Source: an optimization exercise on an open RTL-to-GDS flow (aim: small area, a short achievable clock period and few clock cycles). Production flows keep margins and buffers that such runs may drop.
Where RTL was checked, it was by simulation tests only, not by an equivalence proof against the original.
No activity file was given, so power comes from the tool's default toggle rates.

Setup of the baseline:
// tp_core
module tp_core (
    input  wire        clk,
    input  wire        rst,
    input  wire        in_valid,
    input  wire [7:0]  in_data,
    input  wire        in_last,
    output reg         in_ready,
    output reg         bit_valid,
    output reg         bit_data,
    output reg         pm_valid,
    output wire [7:0]  pm_pos,
    output wire [31:0] pm_obs,
    output reg  [5:0]  pm_obsn,
    output reg  [4:0]  pm_score,
    output reg         fr_valid,
    output reg  [7:0]  fr_start,
    output wire [7:0]  fr_end,
    output reg         done,
    output reg  [9:0]  marker_count,
    output wire [7:0]  bit_count,
    output reg  [2:0]  frame_count,
    output reg  [7:0]  frame_min_len,
    output reg  [7:0]  frame_max_len,
    output reg  [7:0]  pm_count,
    output reg         diag
);
==> flow/config.mk <==
export PLATFORM = sky130hd
export DESIGN_NAME = tp_core
export DESIGN_NICKNAME = tp_core
export VERILOG_FILES = /design/flow/design.v
export SDC_FILE = /design/flow/constraint.sdc
export NUM_CORES = 4
export LEC_CHECK = 0
export CAP_MARGIN = 20
export CORE_MARGIN = 2
export CORE_UTILIZATION = 40
export SLEW_MARGIN = 20
==> flow/constraint.sdc <==
create_clock -name core_clock -period 10.0 [get_ports {clk}]
set_input_delay 2.0000 -clock core_clock [delete_from_list [all_inputs] [get_ports {clk}]]
set_output_delay 2.0000 -clock core_clock [all_outputs]
set_load 0.01 [all_outputs]
standard.sh (not shown) runs the stock make flow with config.mk's settings and CLKGATE_MAP_FILE= SYNTH_SCRIPT=/design/flow/synth_recipe.tcl, a recipe that flattens the netlist after the stock synthesis.
==> flow/flow/run.sh <==
#!/bin/bash
# Standard ORFS layout, with timing repair aiming at a larger setup margin.
set -euo pipefail
bash standard.sh SETUP_SLACK_MARGIN=7.0 finish > standard_flow.log 2>&1
Modified inputs, the candidate compared to the baseline
-- flow/design.v --
<<< the baseline, line 18
    output reg         done,
    output reg  [9:0]  marker_count,
    output wire [7:0]  bit_count,
    output reg  [2:0]  frame_count,
    output reg  [7:0]  frame_min_len,
>>> the candidate, line 18
    output reg         done,
    output reg  [9:0]  marker_count,
    output reg  [7:0]  bit_count,
    output reg  [2:0]  frame_count,
    output reg  [7:0]  frame_min_len,
<<< the baseline, line 30
    reg [1:0] i_s;                  
    reg       i_last;
    reg       rst_q;                
    wire accept = in_valid & in_ready;
    reg            pv;              
>>> the candidate, line 30
    reg [1:0] i_s;                  
    reg       i_last;
    wire accept = in_valid & in_ready;
    reg            pv;              
<<< the baseline, line 109
                hd <= hd - 7'd1;
        end
        if (rst_q) begin
            pv <= 1'b0;
            rd_v <= 1'b0;
>>> the candidate, line 108
                hd <= hd - 7'd1;
        end
        if (rst) begin
            pv <= 1'b0;
            rd_v <= 1'b0;
<<< the baseline, line 121
                pv <= 1'b0;
        end
        if (rst_q || (i_v & (mk | i_last))) begin
            nz <= 1'b0;
            ph <= 1'b0;
>>> the candidate, line 120
                pv <= 1'b0;
        end
        if (rst || (i_v & (mk | i_last))) begin
            nz <= 1'b0;
            ph <= 1'b0;
<<< the baseline, line 137
    always @(posedge clk) begin
        bit_data <= trit[1];
        if (rst_q) begin
            bit_valid <= 1'b0;
            r_last    <= 1'b0;
>>> the candidate, line 136
    always @(posedge clk) begin
        bit_data <= trit[1];
        if (rst) begin
            bit_valid <= 1'b0;
            r_last    <= 1'b0;
<<< the baseline, line 158
    assign fr_end = pos;
    assign pm_pos = pos;
    assign bit_count = pos;       
    wire        clr    = done | rst_q;    
    wire        sh_r   = bit_valid & ~rst_q;
    wire        shift  = (bit_valid | fl) & ~rst_q;
    wire        qv     = ~clr & (hw | (pos == 8'hFF));
    wire        wbusy  = fl | cl | done;
>>> the candidate, line 157
    assign fr_end = pos;
    assign pm_pos = pos;
    wire        clr    = done | rst;    
    wire        sh_r   = bit_valid & ~rst;
    wire        shift  = (bit_valid | fl) & ~rst;
    wire        qv     = ~clr & (hw | (pos == 8'hFF));
    wire        wbusy  = fl | cl | done;
<<< the baseline, line 179
    wire [2:0]  fc0   = clr ? 3'd0 : frame_count;
    wire        fo0   = clr ? 1'b0 : fopen;
    wire        femit = (exact | cl) & fo0;       
    wire        nmin  = (fc0 == 3'd0) | (flen < frame_min_len);
>>> the candidate, line 177
    wire [2:0]  fc0   = clr ? 3'd0 : frame_count;
    wire        fo0   = clr ? 1'b0 : fopen;
    wire [7:0]  bc0   = clr ? 8'd0 : bit_count;
    wire        femit = (exact | cl) & fo0;       
    wire        nmin  = (fc0 == 3'd0) | (flen < frame_min_len);
<<< the baseline, line 188
        if (fup)
            fr_start <= pos;
        if (rst_q) begin
            fl            <= 1'b0;
            cl            <= 1'b0;
>>> the candidate, line 187
        if (fup)
            fr_start <= pos;
        if (rst) begin
            fl            <= 1'b0;
            cl            <= 1'b0;
<<< the baseline, line 216
                flen <= flen + 8'd31;
        end
        marker_count <= (clr ? 10'd0 : marker_count) + {9'd0, m4 & ~rst_q};
        pm_count     <= (clr ? 8'd0 : pm_count) + {7'd0, pm_valid & ~rst_q};
        if (fl)
            pm_obsn <= pm_obsn - 6'd1;
>>> the candidate, line 215
                flen <= flen + 8'd31;
        end
        marker_count <= (clr ? 10'd0 : marker_count) + {9'd0, m4 & ~rst};
        bit_count    <= bc0 + {7'd0, sh_r};
        pm_count     <= (clr ? 8'd0 : pm_count) + {7'd0, pm_valid & ~rst};
        if (fl)
            pm_obsn <= pm_obsn - 6'd1;
<<< the baseline, line 231
            pos <= 8'd224;
        else if (cl)
            pos <= pos + 8'd24;         
        fopen <= exact ? 1'b1 : (cl ? 1'b0 : fo0);
        frame_count <= fc0 + {2'd0, femit};
>>> the candidate, line 231
            pos <= 8'd224;
        else if (cl)
            pos <= bit_count;
        fopen <= exact ? 1'b1 : (cl ? 1'b0 : fo0);
        frame_count <= fc0 + {2'd0, femit};
<<< the baseline, line 243
        end
        if (cl)
            diag <= (pos != 8'd232) && (frame_count == 3'd0) && !fopen;
    end
    always @(posedge clk) begin
        i_s    <= in_data[1:0];
        i_last <= in_last;
        rst_q  <= rst;
        i_v    <= accept & ~rst_q;
        if (rst)
            in_ready <= 1'b0;
        else if (rst_q)
            in_ready <= 1'b1;
        else if (accept & in_last)
            in_ready <= 1'b0;
        else if (fl & (pm_obsn == 6'd29))
            in_ready <= 1'b1;
    end
endmodule
>>> the candidate, line 243
        end
        if (cl)
            diag <= (bit_count != 8'd0) && (frame_count == 3'd0) && !fopen;
    end
    always @(posedge clk) begin
        i_s    <= in_data[1:0];
        i_last <= in_last;
        if (rst) begin
            i_v      <= 1'b0;
            in_ready <= 1'b1;
        end else begin
            i_v <= accept;
            if (accept & in_last)
                in_ready <= 1'b0;
            else if (fl & (pm_obsn == 6'd29))
                in_ready <= 1'b1;
        end
    end
endmodule
==> run notes <==
Row pin slew with the least headroom to its limit: the candidate higher / the baseline lower. | setup skew after layout | lower: the baseline |. Summary of the candidate over the baseline: share of the clock period used by the worst path after layout ~0 delta; fraction of the mapped netlist area in compound gates +0.86 points; well-tap cell count +8; count of non-CTS inverters in the layout -about 13%; total routing usage reported by global routing +0.47 points. The candidate vs the baseline — cell total after placement climbed slightly. Relative to the baseline, the final cell count measured on the candidate has increased by a few percent. Changes observed in the candidate relative to the baseline: synthesized area rose 0.94%; growth of design area from synthesis to finish saw an increase; overall die width went up. Summary — fmax, the candidate relative to the baseline: lower, by about 0.38%. The lower final cell area excluding filler cells of the baseline and the candidate is in the baseline.
Function was not checked in any run of this note: the RTL went through the layout flow alone.

* * *

Setup of run M:
tp_core, a different RTL version from the one above (not shown whole).
Size in the first run: ~1,700 cells after synthesis, about 130 I/O pins.
==> flow/config.mk <==
export PLATFORM = sky130hd
export DESIGN_NAME = tp_core
export DESIGN_NICKNAME = tp_core
export VERILOG_FILES = /design/flow/design.v
export SDC_FILE = /design/flow/constraint.sdc
export NUM_CORES = 4
export LEC_CHECK = 0
export CAP_MARGIN = 20
export CORE_MARGIN = 2
export CORE_UTILIZATION = 40
export CTS_CLUSTER_DIAMETER = 60
export CTS_CLUSTER_SIZE = 20
export SLEW_MARGIN = 20
==> flow/constraint.sdc <==
create_clock -name core_clock -period 10.0 [get_ports {clk}]
set_input_delay 2.0000 -clock core_clock [delete_from_list [all_inputs] [get_ports {clk}]]
set_output_delay 2.0000 -clock core_clock [all_outputs]
set_load 0.01 [all_outputs]
==> flow/flow/run.sh <==
#!/bin/bash
# Standard ORFS layout, with timing repair aiming at a larger setup margin.
set -euo pipefail
bash standard.sh SETUP_SLACK_MARGIN=6.8 finish > standard_flow.log 2>&1
Input changes introduced in run P (baseline for comparison: run M):
--- a/flow/design.v
+++ b/flow/design.v
@@ -31,19 +31,18 @@
     reg       i_last;
     reg       rst_q;                
     wire accept = in_valid & in_ready;
     reg            pv;              
     reg            nz;              
     reg            ph;              
     reg  [1:0]     ts;
     reg  [3:0]     cs;
     reg  [6:0]     hd;
-    reg  [3:0]     hl;              
     reg  [1:0]     hs;
     reg  [4:0]     g [0:NG-1];
     wire       mk   = i_s[0] & i_s[1];
     wire       push = i_v & ~mk & (ts == 2'd2);
     wire       adv  = nz & ~ph;
     wire [4:0] gnew = {1'b0, cs} + (i_s[1] ? 5'd18 : i_s[0] ? 5'd9 : 5'd0);
     wire [3:0] csn  = (ts == 2'd0) ? {2'b00, i_s} :
                       cs + (i_s[1] ? 4'd6 : i_s[0] ? 4'd3 : 4'd0);
     wire [4:0] ge [0:127];
@@ -54,23 +53,20 @@
             else if (gi <= NG) assign ge[gi] = g[gi-1];
             else               assign ge[gi] = 5'd0;
         end
     endgenerate
     reg  [4:0] gmid;
     integer gx;
     always @(*) begin
         gmid = 5'd0;
         for (gx = 0; gx <= NG; gx = gx + 1)
-            gmid = gmid | (ge[gx] & {5{hl[gx % 4] & (hd[6:2] == gx / 4)}});
-    end
-    wire [6:0] hd_n = (rst_q | (i_v & (mk | i_last))) ? 7'd0 :
-                      push                                ? hd + 7'd1 :
-                      (i_v & ~mk & adv & (hs == 2'd2))    ? hd - 7'd1 : hd;
+            gmid = gmid | (ge[gx] & {5{hd == gx}});
+    end
     reg       rd_v;
     reg [4:0] rd_g;
     reg [1:0] rd_hs;
     reg       rd_last;
     integer k;
     always @(posedge clk) begin
         if (push) begin
             g[0] <= gnew;
             for (k = 1; k < NG; k = k + 1)
@@ -81,56 +77,56 @@
         rd_g  <= gmid;
         rd_hs <= hs;
         if (i_v & ~mk) begin
             cs <= csn;
             ts <= (ts == 2'd2) ? 2'd0 : ts + 2'd1;
             nz <= 1'b1;
             ph <= ~ph;
             if (adv)
                 hs <= (hs == 2'd2) ? 2'd0 : hs + 2'd1;
+            if (push)
+                hd <= hd + 7'd1;
+            else if (adv && hs == 2'd2)
+                hd <= hd - 7'd1;
         end
         if (rst_q) begin
             pv <= 1'b0;
             rd_v <= 1'b0;
             rd_last <= 1'b0;
         end else begin
             rd_v    <= i_v & mk & pv & nz;
             rd_last <= i_v & i_last;
             if (i_v & mk)
                 pv <= 1'b1;
             if (i_v & i_last)
                 pv <= 1'b0;
         end
         if (rst_q || (i_v & (mk | i_last))) begin
             nz <= 1'b0;
             ph <= 1'b0;
             ts <= 2'd0;
+            hd <= 7'd0;
             hs <= 2'd0;
         end
-        hd <= hd_n;
-        hl <= 4'b0001 << hd_n[1:0];
-    end
-    wire dz0 = (rd_g == 5'd2) | (rd_g == 5'd5) | (rd_g == 5'd8) | (rd_g == 5'd11) | (rd_g == 5'd14) | (rd_g == 5'd17) | (rd_g == 5'd20) | (rd_g == 5'd23) | (rd_g == 5'd26);    
-    wire do0 = (rd_g == 5'd1) | (rd_g == 5'd4) | (rd_g == 5'd7) | (rd_g == 5'd10) | (rd_g == 5'd13) | (rd_g == 5'd16) | (rd_g == 5'd19) | (rd_g == 5'd22) | (rd_g == 5'd25);    
-    wire dz1 = (rd_g == 5'd6) | (rd_g == 5'd7) | (rd_g == 5'd8) | (rd_g == 5'd15) | (rd_g == 5'd16) | (rd_g == 5'd17) | (rd_g == 5'd24) | (rd_g == 5'd25) | (rd_g == 5'd26);    
-    wire do1 = (rd_g == 5'd3) | (rd_g == 5'd4) | (rd_g == 5'd5) | (rd_g == 5'd12) | (rd_g == 5'd13) | (rd_g == 5'd14) | (rd_g == 5'd21) | (rd_g == 5'd22) | (rd_g == 5'd23);    
-    wire dz2 = (rd_g == 5'd18) | (rd_g == 5'd19) | (rd_g == 5'd20) | (rd_g == 5'd21) | (rd_g == 5'd22) | (rd_g == 5'd23) | (rd_g == 5'd24) | (rd_g == 5'd25) | (rd_g == 5'd26);    
-    wire do2 = (rd_g == 5'd9) | (rd_g == 5'd10) | (rd_g == 5'd11) | (rd_g == 5'd12) | (rd_g == 5'd13) | (rd_g == 5'd14) | (rd_g == 5'd15) | (rd_g == 5'd16) | (rd_g == 5'd17);    
-    wire dig2 = (rd_hs == 2'd0) ? dz0 : (rd_hs == 2'd1) ? dz1 : dz2;
-    wire dig1 = (rd_hs == 2'd0) ? do0 : (rd_hs == 2'd1) ? do1 : do2;
+    end
+    wire [1:0] dg2 = (rd_g >= 5'd18) ? 2'd2 : (rd_g >= 5'd9) ? 2'd1 : 2'd0;
+    wire [3:0] rm2 = rd_g[3:0] - (dg2[1] ? 4'd2 : dg2[0] ? 4'd9 : 4'd0);    
+    wire [1:0] dg1 = (rm2 >= 4'd6) ? 2'd2 : (rm2 >= 4'd3) ? 2'd1 : 2'd0;
+    wire [1:0] dg0 = rm2[1:0] - (dg1[1] ? 2'd2 : dg1[0] ? 2'd3 : 2'd0);     
+    wire [1:0] trit = (rd_hs == 2'd0) ? dg0 : (rd_hs == 2'd1) ? dg1 : dg2;
     reg r_last;
     always @(posedge clk) begin
-        bit_data <= dig2;
+        bit_data <= trit[1];
         if (rst_q) begin
             bit_valid <= 1'b0;
             r_last    <= 1'b0;
         end else begin
-            bit_valid <= rd_v & (dig2 | dig1);
+            bit_valid <= rd_v & (trit != 2'd0);
             r_last    <= rd_last;
         end
     end
     reg  [31:0] win;                
     reg         fl;                 
     reg         cl;                 
     reg         hw;                 
     reg         fopen;
     reg         fup;                
### Flow results
For run P and run M, there was not a single run that failed to finish clean.
Of the two values seen for highest routed metal layer, met5 was produced by run M and met4 by run P.
Run P has number of antenna violations at the first check in global routing below what run M had.
In run P, global-route usage is lower than in run M.
From run M to run P the numbers moved as follows: total power consumption of the routed design lost 5.1%; switching power of the nets now smaller; register fraction of the total cell area up 1.1 points.
Against run M, run P reports a total via count in the routed design that is lower.
Testbench counts of run P, summed over its fixed seeds: cycles 49,242.
The RTL of run M was laid out without a check of its function.

[separate check: timing with driven ports]
No port has a modelled driver above. Below, the same layouts with a new extraction and two added sets of constraints.
Step 1, drivers: a clkbuf_16 drives clk and a buf_2 each remaining input, both assumed.
Step 2 adds t to the input delays and takes it off the output delays; t is the mean of the earliest and latest rising clock arrival at the registers after step 1. Input paths then give back, and output paths get back, about the clock's delay inside the block.
Slacks: no drivers / after step 1 / after step 2; pairs: no drivers / after step 1.
run	t, ns	setup WS [ns]	hold slack, ns	cell pins on the clock port's net
the baseline	0.664	6.692 / 6.635 / 7.053	0.401 / 0.401 / 0.401	1
the candidate	0.677	6.679 / 6.638 / 6.021	0.412 / 0.412 / 0.412	1
run M	0.663	6.754 / 6.695 / 6.873	0.401 / 0.401 / 0.401	1
run P	0.650	6.819 / 6.758 / 6.847	0.397 / 0.397 / 0.397	1
After both steps every run listed still meets setup and hold. For the candidate, which loses most, drivers alone change the setup slack by -0.041 ns; drivers and shift together by -0.658 ns.
